This is an optimization exercise on Yosys and OpenROAD, whose aim is small area, not a production implementation.
In this exercise RTL edits were held to simulation tests only and were not proved equivalent to the original.
Power and IR drop assume default switching activity.

<file path="flow/config.mk">
export PLATFORM = sky130hd
export DESIGN_NAME = koki_h74
export DESIGN_NICKNAME = koki_h74
export VERILOG_FILES = /design/flow/design.v
export SDC_FILE = /design/flow/constraint.sdc
export NUM_CORES = 4
export LEC_CHECK = 0
export ABC_AREA = 1
export CAP_MARGIN = 20
export CORE_MARGIN = 2
export CORE_UTILIZATION = 35
export CTS_CLUSTER_DIAMETER = 200
export CTS_CLUSTER_SIZE = 30
export GPL_TIMING_DRIVEN = 0
export SLEW_MARGIN = 20
export SYNTH_HIERARCHICAL = 1
export SYNTH_MEMORY_MAX_BITS = 32768
</file>
<file path="flow/constraint.sdc">
create_clock -name core_clock -period 7.0 [get_ports {clk}]
set_input_delay 1.4000 -clock core_clock [delete_from_list [all_inputs] [get_ports {clk}]]
set_output_delay 1.4000 -clock core_clock [all_outputs]
set_load 0.01 [all_outputs]
</file>
<file path="flow/design.v">
module koki_core (
    input wire rst,
    input wire cmd_we,
    input wire [31:0] cmd,
    input wire [19:0] m_q,
    input wire grid_q,
    input wire inv_q,
    input wire ill_q,
    output wire [19:0] m_d,
    output wire grid_d,
    output wire inv_d,
    output wire ill_d,
    output wire [35:0] res,
    output wire [1:0] status
);
  wire new_n119, new_n120, new_n121, new_n122, new_n123, new_n124, new_n125, new_n126, new_n127, new_n128, new_n129, new_n130, new_n131, new_n132, new_n133, new_n134, new_n135, new_n136, new_n137, new_n138, new_n139, new_n140, new_n141, new_n142, new_n143, new_n144, new_n145, new_n146, new_n147, new_n148, new_n149, new_n150, new_n151, new_n152, new_n153, new_n154, new_n155, new_n156, new_n157, new_n158, new_n159, new_n160, new_n161, new_n162, new_n163, new_n164, new_n165, new_n166, new_n167, new_n168, new_n169, new_n170, new_n171, new_n172, new_n173, new_n174, new_n175, new_n176, new_n177, new_n178, new_n179, new_n180, new_n181, new_n182, new_n183, new_n184, new_n185, new_n186, new_n187, new_n188, new_n189, new_n190, new_n191, new_n192, new_n193, new_n194, new_n195, new_n196, new_n197, new_n198, new_n199, new_n200, new_n201, new_n202, new_n203, new_n204, new_n205, new_n206, new_n207, new_n208, new_n209, new_n210, new_n211, new_n212, new_n213, new_n214, new_n215, new_n216, new_n217, new_n218, new_n219, new_n220, new_n221, new_n222, new_n223, new_n224, new_n225, new_n226, new_n227, new_n228, new_n229, new_n230, new_n231, new_n232, new_n233, new_n234, new_n235, new_n236, new_n237, new_n238, new_n239, new_n240, new_n241, new_n242, new_n243, new_n244, new_n245, new_n246, new_n247, new_n248, new_n249, new_n250, new_n251, new_n252, new_n253, new_n254, new_n255, new_n256, new_n257, new_n258, new_n259, new_n260, new_n261, new_n262, new_n263, new_n264, new_n265, new_n266, new_n267, new_n268, new_n269, new_n270, new_n271, new_n272, new_n273, new_n274, new_n275, new_n276, new_n277, new_n278, new_n279, new_n280, new_n281, new_n282, new_n283, new_n284, new_n285, new_n286, new_n287, new_n288, new_n289, new_n290, new_n291, new_n292, new_n293, new_n294, new_n295, new_n296, new_n297, new_n298, new_n299, new_n300, new_n301, new_n302, new_n303, new_n304, new_n305, new_n306, new_n307, new_n308, new_n309, new_n310, new_n311, new_n312, new_n313, new_n314, new_n315, new_n316, new_n317, new_n318, new_n319, new_n320, new_n321, new_n322, new_n323, new_n324, new_n325, new_n326, new_n327, new_n328, new_n329, new_n330, new_n331, new_n332, new_n333, new_n334, new_n335, new_n336, new_n337, new_n338, new_n339, new_n340, new_n341, new_n342, new_n343, new_n344, new_n345, new_n346, new_n347, new_n348, new_n349, new_n350, new_n351, new_n352, new_n353, new_n354, new_n355, new_n356, new_n357, new_n358, new_n359, new_n360, new_n361, new_n362, new_n363, new_n364, new_n365, new_n366, new_n367, new_n368, new_n369, new_n370, new_n371, new_n372, new_n373, new_n374, new_n375, new_n376, new_n377, new_n378, new_n379, new_n380, new_n381, new_n382, new_n383, new_n384, new_n385, new_n386, new_n387, new_n388, new_n389, new_n390, new_n391, new_n392, new_n393, new_n394, new_n395, new_n396, new_n397, new_n398, new_n399, new_n400, new_n401, new_n402, new_n403, new_n404, new_n405, new_n406, new_n407, new_n408, new_n409, new_n410, new_n411, new_n412, new_n413, new_n414, new_n415, new_n416, new_n417, new_n418, new_n419, new_n420, new_n421, new_n422, new_n423, new_n424, new_n425, new_n426, new_n427, new_n428, new_n429, new_n430, new_n431, new_n432, new_n433, new_n434, new_n435, new_n436, new_n437, new_n438, new_n439, new_n440, new_n441, new_n442, new_n443, new_n444, new_n445, new_n446, new_n447, new_n448, new_n449, new_n450, new_n451, new_n452, new_n453, new_n454, new_n455, new_n456, new_n457, new_n458, new_n459, new_n460, new_n461, new_n462, new_n463, new_n464, new_n465, new_n466, new_n467, new_n468, new_n469, new_n470, new_n471, new_n472, new_n473, new_n474, new_n475, new_n476, new_n477, new_n478, new_n479, new_n480, new_n481, new_n482, new_n483, new_n484, new_n485, new_n486, new_n487, new_n488, new_n489, new_n490, new_n491, new_n492, new_n493, new_n494, new_n495, new_n496, new_n497, new_n498, new_n499, new_n500, new_n501, new_n502, new_n503, new_n504, new_n505, new_n506, new_n507, new_n508, new_n509, new_n510, new_n511, new_n512, new_n513, new_n514, new_n515, new_n516, new_n517, new_n518, new_n519, new_n520, new_n521, new_n522, new_n523, new_n524, new_n525, new_n526, new_n527, new_n528, new_n529, new_n530, new_n531, new_n532, new_n533, new_n534, new_n535, new_n536, new_n538, new_n539, new_n540, new_n541, new_n542, new_n543, new_n544, new_n545, new_n546, new_n547, new_n548, new_n549, new_n550, new_n551, new_n552, new_n553, new_n554, new_n555, new_n556, new_n557, new_n558, new_n559, new_n560, new_n562, new_n563, new_n564, new_n565, new_n566, new_n567, new_n568, new_n569, new_n570, new_n571, new_n572, new_n573, new_n574, new_n575, new_n576, new_n577, new_n578, new_n579, new_n580, new_n581, new_n582, new_n583, new_n585, new_n586, new_n587, new_n588, new_n589, new_n590, new_n591, new_n592, new_n593, new_n594, new_n595, new_n596, new_n597, new_n598, new_n599, new_n600, new_n601, new_n602, new_n603, new_n604, new_n606, new_n607, new_n608, new_n609, new_n610, new_n611, new_n612, new_n613, new_n614, new_n615, new_n616, new_n617, new_n618, new_n620, new_n621, new_n622, new_n623, new_n624, new_n625, new_n626, new_n627, new_n628, new_n629, new_n630, new_n631, new_n632, new_n634, new_n635, new_n636, new_n637, new_n638, new_n639, new_n640, new_n641, new_n642, new_n643, new_n644, new_n645, new_n646, new_n647, new_n649, new_n650, new_n651, new_n652, new_n653, new_n654, new_n655, new_n656, new_n657, new_n658, new_n660, new_n661, new_n662, new_n663, new_n664, new_n665, new_n666, new_n667, new_n668, new_n669, new_n670, new_n671, new_n672, new_n673, new_n674, new_n676, new_n677, new_n678, new_n679, new_n680, new_n681, new_n682, new_n683, new_n684, new_n685, new_n687, new_n688, new_n689, new_n690, new_n691, new_n692, new_n694, new_n695, new_n696, new_n697, new_n698, new_n700, new_n701, new_n702, new_n703, new_n705, new_n706, new_n707, new_n708, new_n710, new_n711, new_n712, new_n713, new_n715, new_n716, new_n717, new_n718, new_n720, new_n721, new_n722, new_n723, new_n725, new_n726, new_n727, new_n728, new_n730, new_n731, new_n732, new_n733, new_n735, new_n736, new_n737, new_n739, new_n740, new_n742, new_n743, new_n744, new_n745, new_n746, new_n747, new_n748, new_n749, new_n750, new_n751, new_n752, new_n753, new_n754, new_n755, new_n756, new_n757, new_n758, new_n759, new_n760, new_n761, new_n762, new_n763, new_n764, new_n765, new_n766, new_n767, new_n768, new_n769, new_n770, new_n771, new_n773, new_n774, new_n776, new_n777, new_n778, new_n779, new_n780, new_n781, new_n782, new_n783, new_n784, new_n786, new_n787, new_n788, new_n789, new_n790, new_n791, new_n792, new_n793, new_n794, new_n795, new_n797, new_n798, new_n799, new_n800, new_n801, new_n802, new_n803, new_n804, new_n805, new_n807, new_n808, new_n809, new_n810, new_n811, new_n812, new_n813, new_n814, new_n815, new_n817, new_n818, new_n819, new_n820, new_n821, new_n822, new_n823, new_n824, new_n825, new_n827, new_n828, new_n829, new_n830, new_n831, new_n832, new_n833, new_n834, new_n836, new_n837, new_n838, new_n839, new_n840, new_n841, new_n842, new_n844, new_n845, new_n846, new_n847, new_n848, new_n849, new_n850, new_n852, new_n853, new_n854, new_n855, new_n856, new_n857, new_n858, new_n860, new_n861, new_n862, new_n863, new_n864, new_n865, new_n866, new_n868, new_n869, new_n871, new_n873, new_n875, new_n877, new_n879, new_n880, new_n881, new_n882, new_n883, new_n885, new_n886, new_n887, new_n888, new_n889, new_n891, new_n892, new_n893, new_n894, new_n895, new_n897, new_n898, new_n899, new_n900, new_n901, new_n903, new_n904, new_n905, new_n906, new_n907, new_n909, new_n911, new_n913, new_n915, new_n917, new_n919, new_n921, new_n923, new_n925, new_n927, new_n930, new_n932, new_n934, new_n936;
  assign new_n119 = cmd[28] & ~cmd[31] ;
  assign new_n120 = ~cmd[20] & ~cmd[21] ;
  assign new_n121 = ~cmd[22] & new_n120;
  assign new_n122 = cmd[28] & cmd[29] ;
  assign new_n123 = cmd[30] & new_n122;
  assign new_n124 = ~new_n121 & ~new_n123;
  assign new_n125 = ~cmd[12] & ~cmd[13] ;
  assign new_n126 = ~cmd[14] & ~cmd[15] ;
  assign new_n127 = new_n125 & new_n126;
  assign new_n128 = ~cmd[8] & ~cmd[9] ;
  assign new_n129 = ~cmd[10] & ~cmd[11] ;
  assign new_n130 = new_n128 & new_n129;
  assign new_n131 = new_n127 & new_n130;
  assign new_n132 = ~cmd[29] & cmd[31] ;
  assign new_n133 = cmd[7] & new_n132;
  assign new_n134 = ~cmd[16] & ~cmd[17] ;
  assign new_n135 = ~cmd[18] & ~cmd[19] ;
  assign new_n136 = new_n134 & new_n135;
  assign new_n137 = ~new_n133 & new_n136;
  assign new_n138 = new_n131 & new_n137;
  assign new_n139 = ~cmd[28] & cmd[31] ;
  assign new_n140 = cmd[29] & new_n139;
  assign new_n141 = ~new_n138 & ~new_n140;
  assign new_n142 = ~new_n124 & ~new_n141;
  assign new_n143 = cmd[22] & ~new_n120;
  assign new_n144 = cmd[28] & new_n132;
  assign new_n145 = ~new_n143 & new_n144;
  assign new_n146 = ~new_n142 & ~new_n145;
  assign new_n147 = ~cmd[25] & ~cmd[26] ;
  assign new_n148 = ~cmd[27] & new_n147;
  assign new_n149 = ~rst & cmd_we;
  assign new_n150 = ~cmd[23] & ~cmd[24] ;
  assign new_n151 = new_n149 & new_n150;
  assign new_n152 = new_n148 & new_n151;
  assign new_n153 = ~new_n146 & new_n152;
  assign new_n154 = ~cmd[30] & new_n153;
  assign new_n155 = cmd[29] & new_n154;
  assign new_n156 = new_n119 & new_n155;
  assign new_n157 = cmd[5] & ~cmd[29] ;
  assign new_n158 = ~cmd[5] & cmd[29] ;
  assign new_n159 = ~cmd[5] & ~cmd[6] ;
  assign new_n160 = ~cmd[0] & cmd[4] ;
  assign new_n161 = ~cmd[1] & ~cmd[2] ;
  assign new_n162 = cmd[1] & cmd[2] ;
  assign new_n163 = ~new_n161 & ~new_n162;
  assign new_n164 = cmd[5] & cmd[6] ;
  assign new_n165 = ~new_n159 & ~new_n164;
  assign new_n166 = new_n163 & ~new_n165;
  assign new_n167 = ~new_n163 & new_n165;
  assign new_n168 = ~new_n166 & ~new_n167;
  assign new_n169 = ~new_n160 & new_n168;
  assign new_n170 = ~cmd[2] & cmd[6] ;
  assign new_n171 = cmd[2] & ~cmd[6] ;
  assign new_n172 = ~new_n170 & ~new_n171;
  assign new_n173 = cmd[3] & ~cmd[7] ;
  assign new_n174 = cmd[1] & ~cmd[5] ;
  assign new_n175 = ~new_n173 & ~new_n174;
  assign new_n176 = new_n172 & new_n175;
  assign new_n177 = ~new_n169 & new_n176;
  assign new_n178 = new_n170 & ~new_n173;
  assign new_n179 = ~cmd[3] & cmd[7] ;
  assign new_n180 = ~new_n178 & ~new_n179;
  assign new_n181 = ~new_n177 & new_n180;
  assign new_n182 = ~cmd[3] & ~cmd[4] ;
  assign new_n183 = ~cmd[5] & ~cmd[7] ;
  assign new_n184 = cmd[5] & cmd[7] ;
  assign new_n185 = ~new_n183 & ~new_n184;
  assign new_n186 = ~new_n182 & ~new_n185;
  assign new_n187 = cmd[1] & new_n171;
  assign new_n188 = ~new_n186 & ~new_n187;
  assign new_n189 = ~new_n159 & ~new_n188;
  assign new_n190 = cmd[3] & ~cmd[4] ;
  assign new_n191 = ~cmd[3] & cmd[4] ;
  assign new_n192 = ~new_n190 & ~new_n191;
  assign new_n193 = new_n165 & new_n192;
  assign new_n194 = ~cmd[3] & new_n170;
  assign new_n195 = new_n193 & new_n194;
  assign new_n196 = ~new_n189 & ~new_n195;
  assign new_n197 = ~new_n181 & ~new_n196;
  assign new_n198 = ~cmd[4] & new_n197;
  assign new_n199 = ~cmd[0] & ~cmd[2] ;
  assign new_n200 = cmd[3] & ~new_n161;
  assign new_n201 = ~new_n199 & new_n200;
  assign new_n202 = cmd[4] & new_n201;
  assign new_n203 = ~cmd[0] & ~cmd[1] ;
  assign new_n204 = new_n171 & ~new_n203;
  assign new_n205 = new_n202 & new_n204;
  assign new_n206 = ~cmd[7] & ~new_n205;
  assign new_n207 = cmd[5] & ~new_n206;
  assign new_n208 = new_n181 & ~new_n207;
  assign new_n209 = ~cmd[5] & ~new_n201;
  assign new_n210 = cmd[6] & new_n209;
  assign new_n211 = cmd[4] & ~new_n210;
  assign new_n212 = new_n208 & new_n211;
  assign new_n213 = ~new_n198 & ~new_n212;
  assign new_n214 = ~new_n186 & ~new_n206;
  assign new_n215 = cmd[7] & new_n202;
  assign new_n216 = ~new_n214 & ~new_n215;
  assign new_n217 = ~new_n165 & ~new_n216;
  assign new_n218 = new_n165 & ~new_n214;
  assign new_n219 = ~cmd[5] & ~new_n190;
  assign new_n220 = new_n163 & ~new_n219;
  assign new_n221 = ~cmd[2] & ~cmd[3] ;
  assign new_n222 = ~cmd[4] & ~cmd[6] ;
  assign new_n223 = cmd[2] & cmd[3] ;
  assign new_n224 = new_n222 & ~new_n223;
  assign new_n225 = ~new_n221 & new_n224;
  assign new_n226 = ~new_n220 & new_n225;
  assign new_n227 = ~new_n218 & ~new_n226;
  assign new_n228 = ~new_n217 & new_n227;
  assign new_n229 = new_n213 & ~new_n228;
  assign new_n230 = ~new_n197 & ~new_n229;
  assign new_n231 = new_n159 & ~new_n230;
  assign new_n232 = cmd[7] & ~new_n231;
  assign new_n233 = ~cmd[29] & ~new_n232;
  assign new_n234 = ~cmd[5] & new_n200;
  assign new_n235 = ~cmd[4] & ~new_n234;
  assign new_n236 = ~cmd[6] & ~new_n235;
  assign new_n237 = ~new_n230 & new_n236;
  assign new_n238 = cmd[6] & ~cmd[7] ;
  assign new_n239 = cmd[0] & new_n162;
  assign new_n240 = new_n234 & new_n239;
  assign new_n241 = cmd[4] & ~cmd[5] ;
  assign new_n242 = ~cmd[4] & cmd[5] ;
  assign new_n243 = ~new_n200 & new_n242;
  assign new_n244 = ~new_n241 & ~new_n243;
  assign new_n245 = ~new_n240 & new_n244;
  assign new_n246 = new_n238 & ~new_n245;
  assign new_n247 = ~cmd[6] & ~cmd[7] ;
  assign new_n248 = cmd[5] & new_n247;
  assign new_n249 = ~new_n224 & new_n248;
  assign new_n250 = ~new_n202 & new_n249;
  assign new_n251 = new_n163 & new_n192;
  assign new_n252 = new_n183 & new_n224;
  assign new_n253 = ~new_n251 & new_n252;
  assign new_n254 = cmd[6] & cmd[7] ;
  assign new_n255 = new_n203 & new_n221;
  assign new_n256 = ~new_n219 & ~new_n255;
  assign new_n257 = new_n254 & ~new_n256;
  assign new_n258 = new_n191 & ~new_n239;
  assign new_n259 = new_n257 & ~new_n258;
  assign new_n260 = ~new_n253 & ~new_n259;
  assign new_n261 = ~new_n250 & new_n260;
  assign new_n262 = ~new_n246 & new_n261;
  assign new_n263 = ~new_n237 & new_n262;
  assign new_n264 = ~new_n230 & new_n263;
  assign new_n265 = ~cmd[5] & new_n264;
  assign new_n266 = ~new_n119 & ~new_n139;
  assign new_n267 = cmd[7] & new_n266;
  assign new_n268 = ~new_n265 & new_n267;
  assign new_n269 = ~new_n233 & ~new_n268;
  assign new_n270 = cmd[4] & ~new_n269;
  assign new_n271 = ~cmd[4] & new_n269;
  assign new_n272 = ~new_n270 & ~new_n271;
  assign new_n273 = cmd[29] & ~new_n263;
  assign new_n274 = ~new_n213 & new_n228;
  assign new_n275 = ~cmd[29] & ~new_n229;
  assign new_n276 = ~new_n274 & new_n275;
  assign new_n277 = ~new_n266 & ~new_n276;
  assign new_n278 = ~new_n273 & ~new_n277;
  assign new_n279 = cmd[1] & new_n121;
  assign new_n280 = ~cmd[20] & cmd[21] ;
  assign new_n281 = cmd[9] & new_n280;
  assign new_n282 = cmd[17] & cmd[22] ;
  assign new_n283 = ~new_n281 & ~new_n282;
  assign new_n284 = cmd[20] & cmd[21] ;
  assign new_n285 = cmd[13] & new_n284;
  assign new_n286 = cmd[20] & ~cmd[21] ;
  assign new_n287 = cmd[5] & new_n286;
  assign new_n288 = ~new_n285 & ~new_n287;
  assign new_n289 = new_n283 & new_n288;
  assign new_n290 = ~new_n279 & new_n289;
  assign new_n291 = ~new_n278 & new_n290;
  assign new_n292 = new_n278 & ~new_n290;
  assign new_n293 = ~new_n291 & ~new_n292;
  assign new_n294 = cmd[0] & new_n121;
  assign new_n295 = cmd[16] & cmd[22] ;
  assign new_n296 = cmd[8] & new_n280;
  assign new_n297 = ~new_n295 & ~new_n296;
  assign new_n298 = ~new_n294 & new_n297;
  assign new_n299 = cmd[29] & new_n266;
  assign new_n300 = cmd[0] & cmd[2] ;
  assign new_n301 = ~new_n199 & ~new_n300;
  assign new_n302 = ~new_n163 & new_n191;
  assign new_n303 = ~new_n301 & new_n302;
  assign new_n304 = new_n257 & ~new_n303;
  assign new_n305 = cmd[1] & ~new_n301;
  assign new_n306 = ~cmd[5] & ~new_n305;
  assign new_n307 = ~cmd[4] & ~new_n306;
  assign new_n308 = new_n200 & ~new_n307;
  assign new_n309 = ~new_n243 & ~new_n308;
  assign new_n310 = ~cmd[7] & ~new_n309;
  assign new_n311 = new_n203 & new_n242;
  assign new_n312 = ~new_n191 & ~new_n311;
  assign new_n313 = ~cmd[2] & ~new_n312;
  assign new_n314 = ~new_n162 & new_n241;
  assign new_n315 = new_n301 & new_n314;
  assign new_n316 = ~cmd[6] & ~new_n234;
  assign new_n317 = ~new_n315 & new_n316;
  assign new_n318 = ~new_n313 & new_n317;
  assign new_n319 = ~new_n310 & ~new_n318;
  assign new_n320 = ~cmd[3] & new_n184;
  assign new_n321 = new_n201 & ~new_n224;
  assign new_n322 = ~new_n209 & ~new_n321;
  assign new_n323 = new_n223 & new_n241;
  assign new_n324 = new_n247 & ~new_n323;
  assign new_n325 = ~new_n322 & new_n324;
  assign new_n326 = ~new_n320 & ~new_n325;
  assign new_n327 = ~new_n319 & new_n326;
  assign new_n328 = ~new_n304 & ~new_n327;
  assign new_n329 = new_n299 & ~new_n328;
  assign new_n330 = new_n185 & new_n208;
  assign new_n331 = ~cmd[4] & ~new_n330;
  assign new_n332 = cmd[5] & new_n254;
  assign new_n333 = ~new_n202 & new_n332;
  assign new_n334 = cmd[2] & new_n183;
  assign new_n335 = ~cmd[6] & ~new_n334;
  assign new_n336 = ~new_n186 & new_n335;
  assign new_n337 = ~new_n333 & ~new_n336;
  assign new_n338 = ~new_n255 & ~new_n337;
  assign new_n339 = new_n197 & ~new_n338;
  assign new_n340 = ~new_n331 & ~new_n339;
  assign new_n341 = ~new_n198 & ~new_n340;
  assign new_n342 = ~cmd[29] & ~cmd[31] ;
  assign new_n343 = cmd[28] & new_n342;
  assign new_n344 = ~new_n212 & new_n343;
  assign new_n345 = ~new_n341 & new_n344;
  assign new_n346 = ~new_n329 & ~new_n345;
  assign new_n347 = ~new_n298 & ~new_n346;
  assign new_n348 = ~cmd[29] & ~new_n345;
  assign new_n349 = ~new_n347 & ~new_n348;
  assign new_n350 = new_n293 & new_n349;
  assign new_n351 = ~new_n291 & ~new_n350;
  assign new_n352 = new_n264 & new_n266;
  assign new_n353 = ~new_n276 & ~new_n352;
  assign new_n354 = ~new_n268 & ~new_n337;
  assign new_n355 = ~new_n353 & new_n354;
  assign new_n356 = ~new_n230 & new_n337;
  assign new_n357 = ~new_n266 & ~new_n356;
  assign new_n358 = ~cmd[29] & ~new_n357;
  assign new_n359 = cmd[4] & new_n259;
  assign new_n360 = ~new_n249 & ~new_n332;
  assign new_n361 = new_n299 & new_n360;
  assign new_n362 = ~new_n359 & new_n361;
  assign new_n363 = new_n337 & new_n362;
  assign new_n364 = new_n353 & new_n363;
  assign new_n365 = ~new_n358 & ~new_n364;
  assign new_n366 = ~new_n355 & new_n365;
  assign new_n367 = new_n351 & ~new_n366;
  assign new_n368 = ~new_n351 & new_n366;
  assign new_n369 = cmd[2] & new_n121;
  assign new_n370 = cmd[18] & cmd[22] ;
  assign new_n371 = cmd[6] & new_n286;
  assign new_n372 = ~new_n370 & ~new_n371;
  assign new_n373 = ~new_n369 & new_n372;
  assign new_n374 = ~new_n368 & ~new_n373;
  assign new_n375 = ~new_n367 & ~new_n374;
  assign new_n376 = ~new_n232 & ~new_n247;
  assign new_n377 = cmd[4] & cmd[6] ;
  assign new_n378 = ~new_n230 & ~new_n377;
  assign new_n379 = cmd[5] & ~new_n222;
  assign new_n380 = ~new_n378 & new_n379;
  assign new_n381 = ~new_n376 & ~new_n380;
  assign new_n382 = ~new_n236 & ~new_n381;
  assign new_n383 = new_n362 & ~new_n382;
  assign new_n384 = ~new_n266 & ~new_n381;
  assign new_n385 = ~new_n383 & ~new_n384;
  assign new_n386 = ~new_n375 & new_n385;
  assign new_n387 = ~cmd[28] & new_n132;
  assign new_n388 = ~new_n343 & ~new_n387;
  assign new_n389 = ~new_n299 & new_n388;
  assign new_n390 = new_n385 & ~new_n389;
  assign new_n391 = new_n375 & ~new_n390;
  assign new_n392 = cmd[3] & ~new_n391;
  assign new_n393 = ~new_n386 & ~new_n392;
  assign new_n394 = new_n272 & ~new_n393;
  assign new_n395 = ~new_n270 & ~new_n394;
  assign new_n396 = ~new_n158 & ~new_n395;
  assign new_n397 = ~new_n157 & ~new_n396;
  assign new_n398 = ~new_n238 & ~new_n342;
  assign new_n399 = ~new_n397 & ~new_n398;
  assign new_n400 = ~cmd[6] & cmd[29] ;
  assign new_n401 = cmd[6] & new_n397;
  assign new_n402 = ~new_n400 & ~new_n401;
  assign new_n403 = ~new_n399 & new_n402;
  assign new_n404 = cmd[7] & ~new_n403;
  assign new_n405 = cmd[29] & new_n399;
  assign new_n406 = ~new_n404 & ~new_n405;
  assign new_n407 = ~new_n386 & ~new_n391;
  assign new_n408 = cmd[3] & new_n121;
  assign new_n409 = cmd[11] & new_n280;
  assign new_n410 = cmd[19] & cmd[22] ;
  assign new_n411 = ~new_n409 & ~new_n410;
  assign new_n412 = cmd[15] & new_n284;
  assign new_n413 = cmd[7] & new_n286;
  assign new_n414 = ~new_n412 & ~new_n413;
  assign new_n415 = new_n411 & new_n414;
  assign new_n416 = ~new_n408 & new_n415;
  assign new_n417 = ~new_n407 & new_n416;
  assign new_n418 = new_n407 & ~new_n416;
  assign new_n419 = ~new_n417 & ~new_n418;
  assign new_n420 = ~new_n272 & new_n393;
  assign new_n421 = ~new_n132 & ~new_n394;
  assign new_n422 = ~new_n420 & new_n421;
  assign new_n423 = ~new_n419 & new_n422;
  assign new_n424 = new_n419 & ~new_n422;
  assign new_n425 = ~new_n423 & ~new_n424;
  assign new_n426 = cmd[12] & new_n284;
  assign new_n427 = cmd[4] & new_n286;
  assign new_n428 = ~new_n426 & ~new_n427;
  assign new_n429 = new_n298 & new_n428;
  assign new_n430 = ~new_n346 & new_n429;
  assign new_n431 = new_n346 & ~new_n429;
  assign new_n432 = ~new_n430 & ~new_n431;
  assign new_n433 = ~new_n293 & ~new_n349;
  assign new_n434 = ~new_n350 & ~new_n433;
  assign new_n435 = ~new_n432 & ~new_n434;
  assign new_n436 = ~new_n367 & ~new_n368;
  assign new_n437 = cmd[14] & new_n284;
  assign new_n438 = cmd[10] & new_n280;
  assign new_n439 = ~new_n437 & ~new_n438;
  assign new_n440 = new_n373 & new_n439;
  assign new_n441 = new_n436 & ~new_n440;
  assign new_n442 = ~new_n436 & new_n440;
  assign new_n443 = ~new_n441 & ~new_n442;
  assign new_n444 = new_n435 & new_n443;
  assign new_n445 = new_n432 & ~new_n434;
  assign new_n446 = new_n443 & new_n445;
  assign new_n447 = ~new_n443 & ~new_n445;
  assign new_n448 = ~new_n446 & ~new_n447;
  assign new_n449 = ~new_n444 & new_n448;
  assign new_n450 = new_n425 & ~new_n449;
  assign new_n451 = ~new_n419 & new_n444;
  assign new_n452 = new_n448 & ~new_n451;
  assign new_n453 = ~new_n425 & new_n452;
  assign new_n454 = ~new_n450 & ~new_n453;
  assign new_n455 = new_n406 & ~new_n454;
  assign new_n456 = ~new_n406 & new_n454;
  assign new_n457 = ~new_n455 & ~new_n456;
  assign new_n458 = cmd[6] & new_n342;
  assign new_n459 = ~new_n400 & ~new_n458;
  assign new_n460 = new_n397 & ~new_n459;
  assign new_n461 = ~new_n397 & new_n459;
  assign new_n462 = ~new_n460 & ~new_n461;
  assign new_n463 = ~cmd[31] & new_n157;
  assign new_n464 = ~new_n158 & ~new_n463;
  assign new_n465 = new_n395 & ~new_n464;
  assign new_n466 = ~new_n395 & new_n464;
  assign new_n467 = ~new_n465 & ~new_n466;
  assign new_n468 = new_n462 & ~new_n467;
  assign new_n469 = new_n419 & new_n444;
  assign new_n470 = new_n422 & new_n469;
  assign new_n471 = new_n467 & ~new_n470;
  assign new_n472 = ~new_n462 & new_n471;
  assign new_n473 = ~new_n468 & ~new_n472;
  assign new_n474 = new_n457 & ~new_n473;
  assign new_n475 = ~new_n457 & new_n473;
  assign new_n476 = ~new_n474 & ~new_n475;
  assign new_n477 = new_n156 & ~new_n476;
  assign new_n478 = cmd[28] & ~cmd[29] ;
  assign new_n479 = ~cmd[28] & cmd[29] ;
  assign new_n480 = ~new_n478 & ~new_n479;
  assign new_n481 = ~cmd[30] & new_n480;
  assign new_n482 = ~new_n299 & new_n481;
  assign new_n483 = ~cmd[28] & new_n342;
  assign new_n484 = cmd[30] & ~new_n483;
  assign new_n485 = ~new_n482 & ~new_n484;
  assign new_n486 = new_n153 & new_n485;
  assign new_n487 = ~new_n432 & new_n486;
  assign new_n488 = new_n154 & ~new_n483;
  assign new_n489 = new_n183 & new_n222;
  assign new_n490 = cmd[7] & cmd[29] ;
  assign new_n491 = ~new_n478 & ~new_n490;
  assign new_n492 = ~new_n489 & ~new_n491;
  assign new_n493 = cmd[30] & ~cmd[31] ;
  assign new_n494 = ~new_n492 & new_n493;
  assign new_n495 = new_n153 & new_n494;
  assign new_n496 = ~new_n488 & ~new_n495;
  assign new_n497 = ~rst & new_n496;
  assign new_n498 = m_q[0] & new_n497;
  assign new_n499 = new_n478 & new_n495;
  assign new_n500 = ~cmd[3] & ~new_n301;
  assign new_n501 = cmd[3] & new_n301;
  assign new_n502 = ~new_n500 & ~new_n501;
  assign new_n503 = new_n499 & new_n502;
  assign new_n504 = new_n154 & new_n387;
  assign new_n505 = ~new_n222 & ~new_n377;
  assign new_n506 = new_n301 & ~new_n505;
  assign new_n507 = ~new_n301 & new_n505;
  assign new_n508 = ~new_n506 & ~new_n507;
  assign new_n509 = ~new_n123 & ~new_n508;
  assign new_n510 = ~cmd[20] & ~new_n509;
  assign new_n511 = ~new_n165 & ~new_n192;
  assign new_n512 = ~new_n193 & ~new_n511;
  assign new_n513 = ~new_n123 & new_n512;
  assign new_n514 = ~cmd[22] & new_n123;
  assign new_n515 = ~new_n513 & ~new_n514;
  assign new_n516 = ~new_n510 & new_n515;
  assign new_n517 = ~new_n123 & new_n168;
  assign new_n518 = ~cmd[21] & new_n123;
  assign new_n519 = ~new_n517 & ~new_n518;
  assign new_n520 = new_n516 & new_n519;
  assign new_n521 = cmd[6] & ~new_n520;
  assign new_n522 = ~cmd[6] & new_n520;
  assign new_n523 = ~new_n521 & ~new_n522;
  assign new_n524 = new_n504 & ~new_n523;
  assign new_n525 = new_n479 & ~new_n508;
  assign new_n526 = ~cmd[22] & new_n286;
  assign new_n527 = ~cmd[0] & ~new_n526;
  assign new_n528 = cmd[0] & new_n526;
  assign new_n529 = new_n122 & ~new_n528;
  assign new_n530 = ~new_n527 & new_n529;
  assign new_n531 = ~new_n525 & ~new_n530;
  assign new_n532 = new_n495 & ~new_n531;
  assign new_n533 = ~new_n524 & ~new_n532;
  assign new_n534 = ~new_n503 & new_n533;
  assign new_n535 = ~new_n498 & new_n534;
  assign new_n536 = ~new_n487 & new_n535;
  assign m_d[0] = new_n477 | ~new_n536;
  assign new_n538 = ~new_n434 & new_n486;
  assign new_n539 = new_n156 & new_n432;
  assign new_n540 = m_q[1] & new_n497;
  assign new_n541 = new_n510 & new_n515;
  assign new_n542 = new_n519 & new_n541;
  assign new_n543 = cmd[5] & ~new_n542;
  assign new_n544 = ~cmd[5] & new_n542;
  assign new_n545 = ~new_n543 & ~new_n544;
  assign new_n546 = new_n504 & ~new_n545;
  assign new_n547 = new_n168 & ~new_n480;
  assign new_n548 = ~cmd[22] & new_n280;
  assign new_n549 = cmd[1] & ~new_n548;
  assign new_n550 = ~cmd[1] & new_n548;
  assign new_n551 = new_n480 & ~new_n550;
  assign new_n552 = ~new_n549 & new_n551;
  assign new_n553 = ~new_n547 & ~new_n552;
  assign new_n554 = new_n495 & new_n553;
  assign new_n555 = ~new_n546 & ~new_n554;
  assign new_n556 = ~new_n540 & new_n555;
  assign new_n557 = new_n503 & ~new_n556;
  assign new_n558 = ~new_n503 & new_n556;
  assign new_n559 = ~new_n557 & ~new_n558;
  assign new_n560 = ~new_n539 & ~new_n559;
  assign m_d[1] = new_n538 | ~new_n560;
  assign new_n562 = new_n443 & new_n486;
  assign new_n563 = ~new_n432 & new_n434;
  assign new_n564 = ~new_n445 & ~new_n563;
  assign new_n565 = new_n156 & ~new_n564;
  assign new_n566 = m_q[2] & new_n497;
  assign new_n567 = new_n516 & ~new_n519;
  assign new_n568 = cmd[4] & ~new_n567;
  assign new_n569 = ~cmd[4] & new_n567;
  assign new_n570 = ~new_n568 & ~new_n569;
  assign new_n571 = new_n504 & ~new_n570;
  assign new_n572 = ~new_n510 & ~new_n515;
  assign new_n573 = new_n519 & new_n572;
  assign new_n574 = cmd[2] & ~new_n573;
  assign new_n575 = ~cmd[2] & new_n573;
  assign new_n576 = ~new_n574 & ~new_n575;
  assign new_n577 = new_n122 & ~new_n576;
  assign new_n578 = ~new_n480 & ~new_n512;
  assign new_n579 = ~new_n577 & ~new_n578;
  assign new_n580 = new_n495 & ~new_n579;
  assign new_n581 = ~new_n571 & ~new_n580;
  assign new_n582 = ~new_n566 & new_n581;
  assign new_n583 = ~new_n565 & new_n582;
  assign m_d[2] = new_n562 | ~new_n583;
  assign new_n585 = new_n419 & new_n486;
  assign new_n586 = new_n443 & new_n563;
  assign new_n587 = ~new_n443 & ~new_n563;
  assign new_n588 = ~new_n586 & ~new_n587;
  assign new_n589 = new_n156 & ~new_n588;
  assign new_n590 = m_q[3] & new_n497;
  assign new_n591 = new_n504 & ~new_n576;
  assign new_n592 = new_n120 & new_n515;
  assign new_n593 = ~cmd[3] & new_n592;
  assign new_n594 = ~cmd[1] & new_n301;
  assign new_n595 = ~new_n305 & ~new_n594;
  assign new_n596 = ~cmd[29] & ~new_n595;
  assign new_n597 = cmd[3] & ~new_n592;
  assign new_n598 = ~new_n596 & ~new_n597;
  assign new_n599 = ~new_n593 & new_n598;
  assign new_n600 = cmd[28] & new_n495;
  assign new_n601 = ~new_n599 & new_n600;
  assign new_n602 = ~new_n591 & ~new_n601;
  assign new_n603 = ~new_n590 & new_n602;
  assign new_n604 = ~new_n589 & new_n603;
  assign m_d[3] = new_n585 | ~new_n604;
  assign new_n606 = new_n422 & new_n486;
  assign new_n607 = ~new_n444 & new_n564;
  assign new_n608 = new_n419 & ~new_n607;
  assign new_n609 = ~new_n419 & new_n607;
  assign new_n610 = ~new_n608 & ~new_n609;
  assign new_n611 = new_n156 & new_n610;
  assign new_n612 = m_q[4] & new_n497;
  assign new_n613 = new_n122 & new_n495;
  assign new_n614 = ~new_n570 & new_n613;
  assign new_n615 = cmd[2] & new_n499;
  assign new_n616 = ~new_n614 & ~new_n615;
  assign new_n617 = ~new_n612 & new_n616;
  assign new_n618 = ~new_n611 & new_n617;
  assign m_d[4] = new_n606 | ~new_n618;
  assign new_n620 = ~new_n435 & ~new_n443;
  assign new_n621 = ~new_n451 & ~new_n620;
  assign new_n622 = new_n422 & ~new_n621;
  assign new_n623 = ~new_n422 & new_n621;
  assign new_n624 = ~new_n622 & ~new_n623;
  assign new_n625 = new_n156 & ~new_n624;
  assign new_n626 = new_n467 & new_n486;
  assign new_n627 = m_q[5] & new_n497;
  assign new_n628 = cmd[1] & new_n499;
  assign new_n629 = ~new_n545 & new_n613;
  assign new_n630 = ~new_n628 & ~new_n629;
  assign new_n631 = ~new_n627 & new_n630;
  assign new_n632 = ~new_n626 & new_n631;
  assign m_d[5] = new_n625 | ~new_n632;
  assign new_n634 = ~new_n422 & new_n469;
  assign new_n635 = ~new_n419 & ~new_n444;
  assign new_n636 = ~new_n634 & ~new_n635;
  assign new_n637 = new_n467 & ~new_n636;
  assign new_n638 = ~new_n467 & new_n636;
  assign new_n639 = ~new_n637 & ~new_n638;
  assign new_n640 = new_n156 & ~new_n639;
  assign new_n641 = new_n462 & new_n486;
  assign new_n642 = m_q[6] & new_n497;
  assign new_n643 = ~new_n523 & new_n613;
  assign new_n644 = cmd[0] & new_n499;
  assign new_n645 = ~new_n643 & ~new_n644;
  assign new_n646 = ~new_n642 & new_n645;
  assign new_n647 = ~new_n641 & new_n646;
  assign m_d[6] = new_n640 | ~new_n647;
  assign new_n649 = ~new_n406 & new_n486;
  assign new_n650 = ~new_n422 & ~new_n469;
  assign new_n651 = ~new_n467 & new_n470;
  assign new_n652 = ~new_n650 & ~new_n651;
  assign new_n653 = ~new_n462 & ~new_n652;
  assign new_n654 = new_n462 & new_n652;
  assign new_n655 = ~new_n653 & ~new_n654;
  assign new_n656 = new_n156 & new_n655;
  assign new_n657 = m_q[7] & new_n497;
  assign new_n658 = ~new_n656 & ~new_n657;
  assign m_d[7] = new_n649 | ~new_n658;
  assign new_n660 = new_n480 & new_n486;
  assign new_n661 = ~new_n476 & new_n660;
  assign new_n662 = ~new_n471 & ~new_n651;
  assign new_n663 = new_n406 & ~new_n662;
  assign new_n664 = new_n470 & new_n654;
  assign new_n665 = ~new_n406 & new_n664;
  assign new_n666 = new_n406 & ~new_n664;
  assign new_n667 = ~new_n665 & ~new_n666;
  assign new_n668 = new_n662 & new_n667;
  assign new_n669 = ~new_n663 & ~new_n668;
  assign new_n670 = new_n156 & ~new_n669;
  assign new_n671 = m_q[8] & new_n497;
  assign new_n672 = cmd[8] & new_n155;
  assign new_n673 = ~new_n671 & ~new_n672;
  assign new_n674 = ~new_n670 & new_n673;
  assign m_d[8] = new_n661 | ~new_n674;
  assign new_n676 = new_n467 & ~new_n664;
  assign new_n677 = new_n457 & new_n676;
  assign new_n678 = ~new_n457 & ~new_n676;
  assign new_n679 = ~new_n677 & ~new_n678;
  assign new_n680 = new_n156 & ~new_n679;
  assign new_n681 = new_n432 & new_n660;
  assign new_n682 = m_q[9] & new_n497;
  assign new_n683 = cmd[9] & new_n155;
  assign new_n684 = ~new_n682 & ~new_n683;
  assign new_n685 = ~new_n681 & new_n684;
  assign m_d[9] = new_n680 | ~new_n685;
  assign new_n687 = new_n119 & new_n667;
  assign new_n688 = ~cmd[10] & ~new_n687;
  assign new_n689 = new_n155 & ~new_n688;
  assign new_n690 = m_q[10] & new_n497;
  assign new_n691 = ~new_n564 & new_n660;
  assign new_n692 = ~new_n690 & ~new_n691;
  assign m_d[10] = new_n689 | ~new_n692;
  assign new_n694 = ~new_n588 & new_n660;
  assign new_n695 = m_q[11] & new_n497;
  assign new_n696 = cmd[11] & new_n155;
  assign new_n697 = ~new_n695 & ~new_n696;
  assign new_n698 = ~new_n694 & new_n697;
  assign m_d[11] = new_n477 | ~new_n698;
  assign new_n700 = new_n610 & new_n660;
  assign new_n701 = m_q[12] & new_n497;
  assign new_n702 = cmd[12] & new_n155;
  assign new_n703 = ~new_n701 & ~new_n702;
  assign m_d[12] = new_n700 | ~new_n703;
  assign new_n705 = ~new_n624 & new_n660;
  assign new_n706 = m_q[13] & new_n497;
  assign new_n707 = cmd[13] & new_n155;
  assign new_n708 = ~new_n706 & ~new_n707;
  assign m_d[13] = new_n705 | ~new_n708;
  assign new_n710 = ~new_n639 & new_n660;
  assign new_n711 = m_q[14] & new_n497;
  assign new_n712 = cmd[14] & new_n155;
  assign new_n713 = ~new_n711 & ~new_n712;
  assign m_d[14] = new_n710 | ~new_n713;
  assign new_n715 = new_n655 & new_n660;
  assign new_n716 = m_q[15] & new_n497;
  assign new_n717 = cmd[15] & new_n155;
  assign new_n718 = ~new_n716 & ~new_n717;
  assign m_d[15] = new_n715 | ~new_n718;
  assign new_n720 = new_n660 & ~new_n669;
  assign new_n721 = m_q[16] & new_n497;
  assign new_n722 = cmd[16] & new_n155;
  assign new_n723 = ~new_n721 & ~new_n722;
  assign m_d[16] = new_n720 | ~new_n723;
  assign new_n725 = new_n660 & ~new_n679;
  assign new_n726 = m_q[17] & new_n497;
  assign new_n727 = cmd[17] & new_n155;
  assign new_n728 = ~new_n726 & ~new_n727;
  assign m_d[17] = new_n725 | ~new_n728;
  assign new_n730 = new_n660 & new_n667;
  assign new_n731 = m_q[18] & new_n497;
  assign new_n732 = cmd[18] & new_n155;
  assign new_n733 = ~new_n731 & ~new_n732;
  assign m_d[18] = new_n730 | ~new_n733;
  assign new_n735 = m_q[19] & new_n497;
  assign new_n736 = cmd[19] & new_n155;
  assign new_n737 = ~new_n735 & ~new_n736;
  assign m_d[19] = new_n661 | ~new_n737;
  assign new_n739 = grid_q & new_n497;
  assign new_n740 = cmd[31] & new_n155;
  assign grid_d = new_n739 | new_n740;
  assign new_n742 = ~new_n163 & new_n511;
  assign new_n743 = ~new_n251 & ~new_n742;
  assign new_n744 = cmd[2] & ~new_n239;
  assign new_n745 = new_n489 & ~new_n744;
  assign new_n746 = new_n165 & ~new_n172;
  assign new_n747 = cmd[0] & ~cmd[4] ;
  assign new_n748 = cmd[7] & ~new_n747;
  assign new_n749 = ~cmd[7] & ~new_n160;
  assign new_n750 = ~new_n748 & ~new_n749;
  assign new_n751 = new_n746 & new_n750;
  assign new_n752 = ~cmd[2] & new_n160;
  assign new_n753 = new_n332 & new_n752;
  assign new_n754 = ~new_n751 & ~new_n753;
  assign new_n755 = ~new_n745 & new_n754;
  assign new_n756 = ~new_n743 & ~new_n755;
  assign new_n757 = new_n176 & ~new_n747;
  assign new_n758 = new_n755 & new_n757;
  assign new_n759 = new_n181 & new_n758;
  assign new_n760 = ~new_n756 & ~new_n759;
  assign new_n761 = new_n343 & ~new_n760;
  assign new_n762 = ~new_n162 & new_n182;
  assign new_n763 = ~new_n300 & new_n762;
  assign new_n764 = cmd[29] & ~new_n763;
  assign new_n765 = new_n182 & new_n239;
  assign new_n766 = ~new_n764 & ~new_n765;
  assign new_n767 = new_n332 & ~new_n389;
  assign new_n768 = ~new_n766 & new_n767;
  assign new_n769 = ~new_n761 & ~new_n768;
  assign new_n770 = new_n154 & ~new_n769;
  assign new_n771 = inv_q & new_n497;
  assign inv_d = new_n770 | new_n771;
  assign new_n773 = cmd_we & new_n496;
  assign new_n774 = ~ill_q & ~new_n773;
  assign ill_d = ~rst & ~new_n774;
  assign new_n776 = grid_q & ~inv_q;
  assign new_n777 = m_q[0] & new_n776;
  assign new_n778 = ~m_q[2] & ~m_q[3] ;
  assign new_n779 = m_q[2] & m_q[3] ;
  assign new_n780 = ~new_n778 & ~new_n779;
  assign new_n781 = new_n777 & new_n780;
  assign new_n782 = grid_q & new_n780;
  assign new_n783 = ~m_q[0] & ~inv_q;
  assign new_n784 = ~new_n782 & new_n783;
  assign res[0] = ~new_n781 & ~new_n784;
  assign new_n786 = ~m_q[4] & ~m_q[6] ;
  assign new_n787 = m_q[4] & m_q[6] ;
  assign new_n788 = ~new_n786 & ~new_n787;
  assign new_n789 = m_q[7] & new_n776;
  assign new_n790 = new_n788 & new_n789;
  assign new_n791 = ~m_q[7] & new_n776;
  assign new_n792 = ~new_n788 & new_n791;
  assign new_n793 = ~grid_q & ~inv_q;
  assign new_n794 = ~m_q[1] & new_n793;
  assign new_n795 = ~new_n792 & ~new_n794;
  assign res[1] = ~new_n790 & new_n795;
  assign new_n797 = ~m_q[8] & ~m_q[10] ;
  assign new_n798 = m_q[8] & m_q[10] ;
  assign new_n799 = ~new_n797 & ~new_n798;
  assign new_n800 = m_q[11] & new_n776;
  assign new_n801 = new_n799 & new_n800;
  assign new_n802 = ~m_q[11] & new_n776;
  assign new_n803 = ~new_n799 & new_n802;
  assign new_n804 = ~m_q[2] & new_n793;
  assign new_n805 = ~new_n803 & ~new_n804;
  assign res[2] = ~new_n801 & new_n805;
  assign new_n807 = ~m_q[12] & ~m_q[14] ;
  assign new_n808 = m_q[12] & m_q[14] ;
  assign new_n809 = ~new_n807 & ~new_n808;
  assign new_n810 = m_q[15] & new_n776;
  assign new_n811 = new_n809 & new_n810;
  assign new_n812 = ~m_q[15] & new_n776;
  assign new_n813 = ~new_n809 & new_n812;
  assign new_n814 = ~m_q[3] & new_n793;
  assign new_n815 = ~new_n813 & ~new_n814;
  assign res[3] = ~new_n811 & new_n815;
  assign new_n817 = ~m_q[16] & ~m_q[18] ;
  assign new_n818 = m_q[16] & m_q[18] ;
  assign new_n819 = ~new_n817 & ~new_n818;
  assign new_n820 = m_q[19] & new_n776;
  assign new_n821 = new_n819 & new_n820;
  assign new_n822 = ~m_q[19] & new_n776;
  assign new_n823 = ~new_n819 & new_n822;
  assign new_n824 = ~m_q[4] & new_n793;
  assign new_n825 = ~new_n823 & ~new_n824;
  assign res[4] = ~new_n821 & new_n825;
  assign new_n827 = ~m_q[5] & new_n793;
  assign new_n828 = ~m_q[0] & ~m_q[1] ;
  assign new_n829 = m_q[0] & m_q[1] ;
  assign new_n830 = ~new_n828 & ~new_n829;
  assign new_n831 = ~m_q[3] & new_n830;
  assign new_n832 = m_q[3] & ~new_n830;
  assign new_n833 = new_n776 & ~new_n832;
  assign new_n834 = ~new_n831 & new_n833;
  assign res[5] = ~new_n827 & ~new_n834;
  assign new_n836 = ~m_q[4] & ~m_q[5] ;
  assign new_n837 = m_q[4] & m_q[5] ;
  assign new_n838 = ~new_n836 & ~new_n837;
  assign new_n839 = new_n789 & new_n838;
  assign new_n840 = new_n791 & ~new_n838;
  assign new_n841 = ~m_q[6] & new_n793;
  assign new_n842 = ~new_n840 & ~new_n841;
  assign res[6] = ~new_n839 & new_n842;
  assign new_n844 = ~m_q[8] & ~m_q[9] ;
  assign new_n845 = m_q[8] & m_q[9] ;
  assign new_n846 = ~new_n844 & ~new_n845;
  assign new_n847 = new_n800 & new_n846;
  assign new_n848 = new_n802 & ~new_n846;
  assign new_n849 = ~m_q[7] & new_n793;
  assign new_n850 = ~new_n848 & ~new_n849;
  assign res[7] = ~new_n847 & new_n850;
  assign new_n852 = ~m_q[12] & ~m_q[13] ;
  assign new_n853 = m_q[12] & m_q[13] ;
  assign new_n854 = ~new_n852 & ~new_n853;
  assign new_n855 = new_n810 & new_n854;
  assign new_n856 = new_n812 & ~new_n854;
  assign new_n857 = ~m_q[8] & new_n793;
  assign new_n858 = ~new_n856 & ~new_n857;
  assign res[8] = ~new_n855 & new_n858;
  assign new_n860 = ~m_q[16] & ~m_q[17] ;
  assign new_n861 = m_q[16] & m_q[17] ;
  assign new_n862 = ~new_n860 & ~new_n861;
  assign new_n863 = new_n820 & new_n862;
  assign new_n864 = new_n822 & ~new_n862;
  assign new_n865 = ~m_q[9] & new_n793;
  assign new_n866 = ~new_n864 & ~new_n865;
  assign res[9] = ~new_n863 & new_n866;
  assign new_n868 = ~m_q[3] & new_n776;
  assign new_n869 = ~m_q[10] & new_n793;
  assign res[10] = ~new_n868 & ~new_n869;
  assign new_n871 = ~m_q[11] & new_n793;
  assign res[11] = ~new_n791 & ~new_n871;
  assign new_n873 = ~m_q[12] & new_n793;
  assign res[12] = ~new_n802 & ~new_n873;
  assign new_n875 = ~m_q[13] & new_n793;
  assign res[13] = ~new_n812 & ~new_n875;
  assign new_n877 = ~m_q[14] & new_n793;
  assign res[14] = ~new_n822 & ~new_n877;
  assign new_n879 = ~m_q[15] & new_n793;
  assign new_n880 = ~m_q[2] & new_n830;
  assign new_n881 = m_q[2] & ~new_n830;
  assign new_n882 = new_n776 & ~new_n881;
  assign new_n883 = ~new_n880 & new_n882;
  assign res[15] = ~new_n879 & ~new_n883;
  assign new_n885 = ~m_q[16] & new_n793;
  assign new_n886 = ~m_q[6] & new_n838;
  assign new_n887 = m_q[6] & ~new_n838;
  assign new_n888 = new_n776 & ~new_n887;
  assign new_n889 = ~new_n886 & new_n888;
  assign res[16] = ~new_n885 & ~new_n889;
  assign new_n891 = ~m_q[17] & new_n793;
  assign new_n892 = ~m_q[10] & new_n846;
  assign new_n893 = m_q[10] & ~new_n846;
  assign new_n894 = new_n776 & ~new_n893;
  assign new_n895 = ~new_n892 & new_n894;
  assign res[17] = ~new_n891 & ~new_n895;
  assign new_n897 = ~m_q[18] & new_n793;
  assign new_n898 = ~m_q[14] & new_n854;
  assign new_n899 = m_q[14] & ~new_n854;
  assign new_n900 = new_n776 & ~new_n899;
  assign new_n901 = ~new_n898 & new_n900;
  assign res[18] = ~new_n897 & ~new_n901;
  assign new_n903 = ~m_q[19] & new_n793;
  assign new_n904 = ~m_q[18] & new_n862;
  assign new_n905 = m_q[18] & ~new_n862;
  assign new_n906 = new_n776 & ~new_n905;
  assign new_n907 = ~new_n904 & new_n906;
  assign res[19] = ~new_n903 & ~new_n907;
  assign new_n909 = m_q[2] & grid_q;
  assign res[20] = inv_q | new_n909;
  assign new_n911 = m_q[6] & grid_q;
  assign res[21] = inv_q | new_n911;
  assign new_n913 = m_q[10] & grid_q;
  assign res[22] = inv_q | new_n913;
  assign new_n915 = m_q[14] & grid_q;
  assign res[23] = inv_q | new_n915;
  assign new_n917 = m_q[18] & grid_q;
  assign res[24] = inv_q | new_n917;
  assign new_n919 = m_q[1] & grid_q;
  assign res[25] = inv_q | new_n919;
  assign new_n921 = m_q[5] & grid_q;
  assign res[26] = inv_q | new_n921;
  assign new_n923 = m_q[9] & grid_q;
  assign res[27] = inv_q | new_n923;
  assign new_n925 = m_q[13] & grid_q;
  assign res[28] = inv_q | new_n925;
  assign new_n927 = m_q[17] & grid_q;
  assign res[29] = inv_q | new_n927;
  assign res[30] = inv_q | new_n777;
  assign new_n930 = m_q[4] & grid_q;
  assign res[31] = inv_q | new_n930;
  assign new_n932 = m_q[8] & grid_q;
  assign res[32] = inv_q | new_n932;
  assign new_n934 = m_q[12] & grid_q;
  assign res[33] = inv_q | new_n934;
  assign new_n936 = m_q[16] & grid_q;
  assign res[34] = inv_q | new_n936;
  assign res[35] = inv_q;
  assign status[0] = inv_q;
  assign status[1] = ill_q;
endmodule
module koki_h74 (
    input  wire        clk,
    input  wire        rst,
    input  wire        cmd_we,
    input  wire [31:0] cmd,
    output wire [35:0] res,
    output wire [1:0]  status      
);
    reg  [19:0] m_q;
    reg         grid_q, ill_q;
    reg         ninv_q;                   
    wire        inv_q = ~ninv_q;
    wire [19:0] m_d;
    wire        grid_d, inv_d, ill_d;
    koki_core u_core (
        .rst(rst), .cmd_we(cmd_we), .cmd(cmd),
        .m_q(m_q), .grid_q(grid_q), .inv_q(inv_q), .ill_q(ill_q),
        .m_d(m_d), .grid_d(grid_d), .inv_d(inv_d), .ill_d(ill_d),
        .res(res), .status(status)
    );
    always @(posedge clk) begin
        m_q    <= m_d;
        grid_q <= grid_d;
        ninv_q <= ~inv_d;
        ill_q  <= ill_d;
    end
endmodule
</file>
<file path="flow/flow/run.sh">
#!/bin/bash
# Own layout flow: the standard layout (standard.sh) with
#  - synthesis by flow/synth.tcl: the standard flow's synthesis script, but ABC maps
#    for area (flow/abc.script) and no adder cells are extracted;
#  - the port buffers that global placement inserts made from buf_1.
# Registers, their names and cell types are those of the standard synthesis.
set -euo pipefail
HERE=$(pwd)
export OWN_ABC_SCRIPT="$HERE/flow/abc.script"
export BUFFER_PORTS_ARGS="-buffer_cell sky130_fd_sc_hd__buf_1"
bash standard.sh SYNTH_SCRIPT="$HERE/flow/synth.tcl" ADDER_MAP_FILE= finish > standard.log 2>&1
</file>
<file path="flow/flow/abc.script">
strash
dch
map -D 4000
topo
stime -c
</file>
<file path="flow/flow/synth.tcl">
# The standard flow's synthesis script (synth_recipe.tcl) with two changes: every abc
# call maps with the area-oriented script flow/abc.script, and the caller
# sets ADDER_MAP_FILE empty so no half/full adder cells are extracted.
proc synth {args} { yosys synth -nofsm -noshare {*}$args }
proc abc {args} {
  set i [lsearch -exact $args -script]
  if { $i >= 0 } {
    set args [lreplace $args [expr {$i + 1}] [expr {$i + 1}] $::env(OWN_ABC_SCRIPT)]
  }
  yosys abc {*}$args
}
source $::env(SCRIPTS_DIR)/synth.tcl
# left out here: clear keep_hierarchy, flatten, clean up, hide names made inside functions, write 1_2_yosys.v
</file>
<file path="flow/standard.sh">
#!/bin/bash
# synth_recipe.tcl (not shown) runs the flow's synth.tcl, then flattens the netlist and writes it again
# the make line also repeats each setting of config.mk as NAME=value (left out here)
make -C /OpenROAD-flow-scripts/flow DESIGN_CONFIG=/design/flow/config.mk WORK_HOME=/design/flow/orfs CLKGATE_MAP_FILE= SYNTH_SCRIPT=/design/flow/synth_recipe.tcl "${@:-finish}"
</file>
==> notes.md <==
state kept, by name, indices dropped and copies added (netlist names):
name and flops:
ninv_q 1, ill_q 1, m_q 20, grid_q 1
cell families (layout without fill, tap and decap cells):
logic type / Yosys count / count (layout)
DFF: 23 / 23
and+or+nand+nor: 222 / 222
AOI/OAI and AO/OA: 183 / 183
xor gates and xnor gates: 39 / 39
buffers and inverters: 93 / 172
path summary, 6_finish.rpt:
path                    endpoint  cells after the start
hold / removal     ill_q$_DFF_P_                      2
setup reg to reg  ninv_q$_DFF_P_                      4
setup / recovery  m_q[0]$_DFF_P_                     32
hold reg to reg    ill_q$_DFF_P_                      2
per-module statistics from Yosys, one instance, submodules excluded:
module,cells inside,times used,flops+latches
koki_h74,25,1,23
koki_core,535,1,0
tightest hold or removal path, delay by kind of cell (launching register included):
kind	cells	cell delay [ns]
AOI/OAI and AO/OA	1	0.04
DFF	1	0.33
and+or+nand+nor	1	0.07
cell usage after synthesis (5+ instances only):
| master | n |
|---|---|
| sky130_fd_sc_hd__clkinv_1 | 90 |
| sky130_fd_sc_hd__a221oi_1 | 15 |
| sky130_fd_sc_hd__o211ai_1 | 7 |
| sky130_fd_sc_hd__nand3_1 | 16 |
| sky130_fd_sc_hd__a22oi_1 | 21 |
| sky130_fd_sc_hd__nor4_1 | 5 |
| sky130_fd_sc_hd__a31oi_1 | 9 |
| sky130_fd_sc_hd__or2_2 | 5 |
| sky130_fd_sc_hd__nor2_1 | 107 |
| sky130_fd_sc_hd__xnor2_1 | 13 |
| sky130_fd_sc_hd__xor2_1 | 26 |
| sky130_fd_sc_hd__o22ai_1 | 9 |
| sky130_fd_sc_hd__a21oi_1 | 57 |
| sky130_fd_sc_hd__o21ai_0 | 41 |
| sky130_fd_sc_hd__dfxtp_1 | 23 |
| sky130_fd_sc_hd__o221ai_1 | 6 |
| sky130_fd_sc_hd__nand2_1 | 73 |
| sky130_fd_sc_hd__nor3_1 | 14 |
stage by stage:
stage	setup TNS, ns	utilization	setup WS (ns)	hold slack, ns
global route	-0.0564	0.414	-0.0212	0.484
detailed placement	-5.27	0.402	-0.660	0.458
CTS	0	0.409	0.0954	0.474
finish	0	0.414	0.514	0.469
floorplan	0	-	1.30	0.438
global placement	-4.55	0.401	-0.609	0.455
layer usage:
| metal | up-vias | routed length, microns |
|---|---|---|
| met5 | - | 0 |
| met4 | 0 | 389 |
| met3 | 40 | 1000 |
| met2 | 227 | 5350 |
| met1 | 1936 | 5220 |
| li1 | 2139 | - |
report_power, final:
part           leakage [nW]  internal, mW  switching, mW  total, mW
combinational          1.15         0.106          0.207      0.313
sequential            0.186         0.131       0.000335      0.132
clock                0.0255        0.0397         0.0411     0.0808
total                  1.37         0.277          0.249      0.526
area by class of cell:
type	instances	area share
multi-input cells	444	0.650
clock buffers	3	0.0110
well taps	111	0.0370
clock inverters	1	0.00134
inverters	90	0.0908
plain buffers	3	0.00601
flip-flops and latches	23	0.123
repair buffers	75	0.0814
repair_timing:
item | CTS | global route
setup buffers | 0 | 2
resized for setup | 7 | 9
cloned | 0 | 0
endpoints found under the setup margin | 9 | 9
pin swaps | 0 | 1
==> flow_results.org <==
** Timing
- Highest attainable clock frequency :: roughly 0.15 GHz
- Final Cycle Share :: 0.927
- The final number of max-transition violations came to 0.
- Final setup violation count :: 0
- Worst max-slew margin expressed relative to the limit :: 0.408
- Transition time of the tightest slew-check pin :: around 0.88 ns
- Worst clock skew on the final layout :: 0 ns
- Final Hold Fails :: 0
- Minimum clock period :: ~6.5 ns

** Layout
- Area growth from synthesis to layout :: 16.3%
- After routing the design area is 3750 sq um.
- The library cell used most frequently in the layout, excluding fill and tap cells, is sky130_fd_sc_hd__nor2_1.
- Number of filler instances in the final layout :: 999
- Final std cells w/o fill :: 750
- Summing all multi-input logic gate instances after layout gives between 2000 and 2500 sq um.
- The final layout contains 675 nets.
- In the layout the commonest cells are 104 x sky130_fd_sc_hd__nor2_1, 87 x sky130_fd_sc_hd__clkinv_1, 73 x sky130_fd_sc_hd__nand2_1, 67 x sky130_fd_sc_hd__buf_1, 57 x sky130_fd_sc_hd__a21oi_1.
- Antenna Cells :: 0
- Layout cells sized above 1 :: 0.0516
- Summing all flip-flop and latch instances after layout gives 460 sq um.

** Placed design
- Post-place instance area :: 3640 sq um
- Half-perimeter wire length of the detailed placement result :: between 9000 and 10000 microns
- During placement, the flow inserted port buffers numbering 72.
- Placed cell count :: about 740
- The congestion estimate from routability-driven global placement came to 0.963.

** Synth
- Main combinational cell family by area after synthesis :: compound AO/OA/AOI/OAI gates
- Synthesis inferred 23 register bits.
- The share of synthesized area in the top cell type comes to 0.143.
- Sequential share of the synthesized area :: 0.143
- Measured against the total synthesized area, the mux share comes to 0.
- Synth area leaders :: sky130_fd_sc_hd__dfxtp_1 14%, sky130_fd_sc_hd__nor2_1 12%, sky130_fd_sc_hd__clkinv_1 10%
- Of the total synthesized cell area, the portion taken by XOR and XNOR cells is 0.106.
- Summed over all instances, the cell type with the most area after synthesis is sky130_fd_sc_hd__dfxtp_1.
- Mapped Nets :: 595
- Syn_area_per_cell :: 5.75 sq um
- In the synthesized netlist the dominant register cell turns out to be sky130_fd_sc_hd__dfxtp_1.
- Number of enable-type register cells in the synthesized netlist :: 0
- Yosys mapped the design onto 33 distinct sky130hd cell types.
- The compound-cell area share of the yosys netlist is 0.358.
- Synth Cell Area :: around 3200 sq um
- After technology mapping, the gate count stands at 560.
- Synth warn :: 7
- Adder-Cell Fraction of Synth Area :: 0
- Of the total synthesized cell area, the portion taken by AND, OR, NAND and NOR gates is 0.281.
- Proportion of synthesized flip-flops having asynchronous set or reset :: 0

** Setup path
- Arrival time of data at the critical path endpoint :: 6.61 ns
- By startpoint and endpoint, the worst setup path is classified as primary input to flop.
- Reg-to-reg setup timing slack :: 5.73 ns
- Critical-path cell with the highest stage delay :: sky130_fd_sc_hd__a2111oi_0
- Top Family by Delay on Critical Path :: simple AND/OR/NAND/NOR gates
- Biggest fanout along the worst timing path :: 15
- Critical Path Start :: cmd[6]
- Most Frequent Cell on Critical Path :: sky130_fd_sc_hd__nand2_1
- Slowest Stage Delay on Critical Path :: 0.40 ns
- The worst setup path is launched from a primary input.
- At the worst endpoint, the required time is slightly above 7 ns.
- Kind of end point of the critical path :: flop
- CP Buf/Inv Count :: 5
- In this run the critical register-to-register path is launched from ninv_q$_DFF_P_.

** Clocking
- Reg clk slew, reported paths :: 0.07 ns
- At the later pin of the worst-skew pair, clock insertion delay measures between 0.2 and 0.3 ns.
- CTS Root Cell :: sky130_fd_sc_hd__clkbuf_8
- CTS hold repair buffers :: 0
- Clock tree synthesis inserted a total of 3 buffers.
- In this run the number of H-tree levels came out at 1.
- TritonCTS built the clock tree.
- No sink is reached through more buffers than the 2 on the longest clock path.
- Clock Sink Count :: 23

** Floorplan
- During I/O placement, the number of pins put on the boundary was 73.
- Die extent in y :: roughly 100 microns
- The initial utilization of the core area, before any placement, comes to 0.355.
- The floorplan has 35 rows.
- DIE WIDTH :: 99.9 microns
- Core Region :: slightly above 9000 sq um
- Overall die area :: 9990 sq um

** Global route
- First-pass GRT wire length :: 19300 microns
- The number of global-route vias before repair came to 3933.
- GR met3 Demand/Resource :: 0.0258
- For met1 alone, demand over resource in global routing was 0.318.
- In the global route stage, overall resource usage came out at 0.237.
- Busiest layer in global routing :: met2
- GRT met2 Usage :: 0.391
- The number of antenna violations at the first check in global routing came to 0.
- Remaining Overflow, GRT :: 0
- Maximum number of pins on one net before global-route repair :: 26

** Detailed routing
- For this block, the initial DRC count from the detailed router was 376.
- Post-route DRC violation count :: 0
- Detailed Route WL :: 12000 microns
- Number of detailed-route iterations in the first pass :: 5
- Number of nets with antenna violations after detailed routing :: 0
- Count of vias placed by the detailed router :: 4342
- Detailed-route vias per instance :: around 5.8
- Dividing the detail-routed wire length by the instance count gives 15.9 microns.

** Pwr
- Worst voltage drop across the vdd grid :: roughly 0.00007 V
- Leak :: 1.37 nW
- The design draws 526 uW.
- In this run the power density over the cells is 140 nW/um^2.

** Job
- Max-cap violations in this run came to 0.

** Status
- The flow ran to the end and the layout has no timing, DRC or antenna violations.

** Worst hold path
- In this run the worst hold path is classified as flop to flop.
- The startpoint identified for the worst hold timing path is ill_q$_DFF_P_.

static timing again, ports no longer ideal:
In the flow no input, the clock included, has a driving cell. The finished layout below was timed again as built, in two steps.
Step 1 sets driving cells, clkbuf_16 on the clock port and buf_2 on the other inputs (assumed; they add their load-dependent delay and slew).
Step 2 moves the port delays by t, midway between the first and last clock arrival at a register: inputs arrive t later, outputs are due t later. That takes back most of the time a late clock gives input paths.
Slacks: ideal ports / drivers / drivers and shift; pairs: ideal ports / drivers.
t, ns: 0.286
slack for setup (ns): 0.514 / 0.518 / 0.232
worst setup path at the end: input to register
slew at the worst register clock pin (ns): 0.08 / 0.08
pins driven straight from the clock port: 1
After both steps setup and hold are still met in this run. The setup slack of this run moves by +0.004 ns with the drivers and by -0.282 ns with both steps.
